Source: an optimization exercise on an open RTL-to-GDS flow (aim: small area and a short achievable clock period). Production flows keep margins and buffers that such runs may drop. Function was checked by simulation only, so behaviour that the tests miss may differ from the original. Power figures rest on the tool's default switching activity, not on a simulated workload.

## vm5f_core
module vm5f_core (
    input  wire         clk,
    input  wire         rst,             
    input  wire         rx_valid,
    input  wire [7:0]   rx_data,
    input  wire         rx_last,
    output wire         rx_ready,
    output reg          rsp_valid,
    output wire [2:0]   rsp_err,
    output wire [7:0]   rsp_addr,
    output wire [7:0]   rsp_cmd,
    output wire [7:0]   rsp_len,
    output wire [7:0]   rsp_chk,
    output wire [7:0]   rsp_chk_calc,
    output reg          rsp_chk_ok,
    output reg          rsp_tag,
    output reg  [2:0]   last_err,
    input  wire         enc_valid,
    output reg          enc_ready,
    input  wire [7:0]   enc_cmd,
    input  wire [7:0]   enc_addr,
    input  wire [4:0]   enc_n,
    input  wire [207:0] enc_payload,     
    output reg          tx_valid,
    output reg  [7:0]   tx_data,
    output reg          tx_last,
    input  wire         tx_ready,
    output reg          refused,
    input  wire         tick,            
    input  wire         ovr_n,           
    output reg          act,             
    output reg  [1:0]   ls,
    output reg  [3:0]   fifo_count,
    output reg  [7:0]   cur_ant,
    output reg  [15:0]  cur_pc,
  ...
==> flow/config.mk <==
export PLATFORM = sky130hd
export DESIGN_NAME = vm5f_core
export DESIGN_NICKNAME = vm5f_core
export VERILOG_FILES = /design/flow/design.v
export SDC_FILE = /design/flow/constraint.sdc
export NUM_CORES = 4
export LEC_CHECK = 0
export CAP_MARGIN = 20
export CORE_MARGIN = 2
export CORE_UTILIZATION = 40
export SLEW_MARGIN = 20
export SYNTH_HIERARCHICAL = 1
export SYNTH_MINIMUM_KEEP_SIZE = 0
==> flow/constraint.sdc <==
create_clock -name core_clock -period 10.0 [get_ports {clk}]
set_input_delay 2.0000 -clock core_clock [delete_from_list [all_inputs] [get_ports {clk}]]
set_output_delay 2.0000 -clock core_clock [all_outputs]
set_load 0.01 [all_outputs]
standard.sh (not shown) runs the stock make flow with config.mk's settings and CLKGATE_MAP_FILE= SYNTH_SCRIPT=/design/flow/synth_recipe.tcl, a recipe that flattens the netlist after the stock synthesis.
==> flow/flow/run.sh <==
#!/bin/bash
# Standard ORFS layout, with plain buffers on the ports, a clock tree with
# larger sink clusters and no dummy loads, and repair_timing aiming further
# below the clock period.
set -euo pipefail
bash standard.sh "BUFFER_PORTS_ARGS=-buffer_cell sky130_fd_sc_hd__buf_2" \
  "CTS_ARGS=-sink_clustering_enable -repair_clock_nets -sink_clustering_size 28 -sink_clustering_max_diameter 90 -buf_list sky130_fd_sc_hd__clkbuf_16 -dont_use_dummy_load" \
  SETUP_SLACK_MARGIN=7.0 finish > standard_flow.log 2>&1
Rerun with:
==> flow/flow/run.sh (replaced) <==
#!/bin/bash
# Standard ORFS layout, with plain buffers on the ports, a clock tree with
# larger sink clusters and no dummy loads, and repair_timing aiming further
# below the clock period.
set -euo pipefail
bash standard.sh "BUFFER_PORTS_ARGS=-buffer_cell sky130_fd_sc_hd__buf_2" \
  "CTS_ARGS=-sink_clustering_enable -repair_clock_nets -sink_clustering_size 25 -sink_clustering_max_diameter 80 -buf_list sky130_fd_sc_hd__clkbuf_16 -dont_use_dummy_load" \
  SETUP_SLACK_MARGIN=7.3 finish > standard_flow.log 2>&1
After rerunning: Cell area climbs slightly; clock skew climbs by 16 ps; total power climbs by a few percent.
Rerun with:
--- a/flow/flow/run.sh
+++ b/flow/flow/run.sh
@@ -6,3 +6,3 @@
 bash standard.sh "BUFFER_PORTS_ARGS=-buffer_cell sky130_fd_sc_hd__buf_2" \
   "CTS_ARGS=-sink_clustering_enable -repair_clock_nets -sink_clustering_size 25 -sink_clustering_max_diameter 80 -buf_list sky130_fd_sc_hd__clkbuf_16 -dont_use_dummy_load" \
-  SETUP_SLACK_MARGIN=7.3 finish > standard_flow.log 2>&1
+  SETUP_SLACK_MARGIN=6.8 finish > standard_flow.log 2>&1
After rerunning: Design area came out lower by 1.5%; total power goes down by 0.76%; sequential share of layout area is higher by 0.82 points; register-to-register slack degrades by 250 ps.
Rerun with:
==> flow/flow/run.sh (replaced) <==
#!/bin/bash
# Standard ORFS layout, with plain buffers on the ports, a clock tree with
# larger sink clusters and no dummy loads, and repair_timing aiming further
# below the clock period.
set -euo pipefail
bash standard.sh "BUFFER_PORTS_ARGS=-buffer_cell sky130_fd_sc_hd__buf_2" \
  "CTS_ARGS=-sink_clustering_enable -repair_clock_nets -sink_clustering_size 28 -sink_clustering_max_diameter 90 -buf_list sky130_fd_sc_hd__clkbuf_16 -dont_use_dummy_load" \
  SETUP_SLACK_MARGIN=6.8 finish > standard_flow.log 2>&1
=> The changed run finished clean. Worst setup slack improves by 23 ps. Sequential share of layout area rose by 0.15 points. Synthesized area stays the same. Clock-buffer cell count fell by 10. Sequential power hardly moves. Synthesized cell count does not change.

[static timing again, ports no longer ideal]
How much do the figures lean on ideal ports? The routed layouts below were timed once more, with nothing changed but the port constraints.
Step 1 sets driving cells, clkbuf_16 on the clock port and buf_2 on the other inputs (assumed; they add their load-dependent delay and slew).
Step 2 also shifts input and output timing later by t, the mid clock arrival at the registers, as if the neighbouring blocks saw the same clock.
a / b / c = ideal ports / drivers / drivers and shift; a / b = the first two.
run | t, ns | slack for setup (ns) | worst setup path at the end | worst register clock-pin slew, ns
the first run | 0.745 | 6.740 / 6.662 / 6.245 | input to register | 0.11 / 0.11
the second run | 0.756 | 6.687 / 6.611 / 6.192 | input to register | 0.10 / 0.10
the third run | 0.768 | 6.731 / 6.649 / 6.118 | input to register | 0.10 / 0.10
the fourth run | 0.758 | 6.754 / 6.671 / 6.120 | input to register | 0.11 / 0.11
After both steps every run listed still meets setup and hold. The setup slack of the fourth run, which loses most, moves by -0.083 ns with the drivers and by -0.634 ns with both steps.
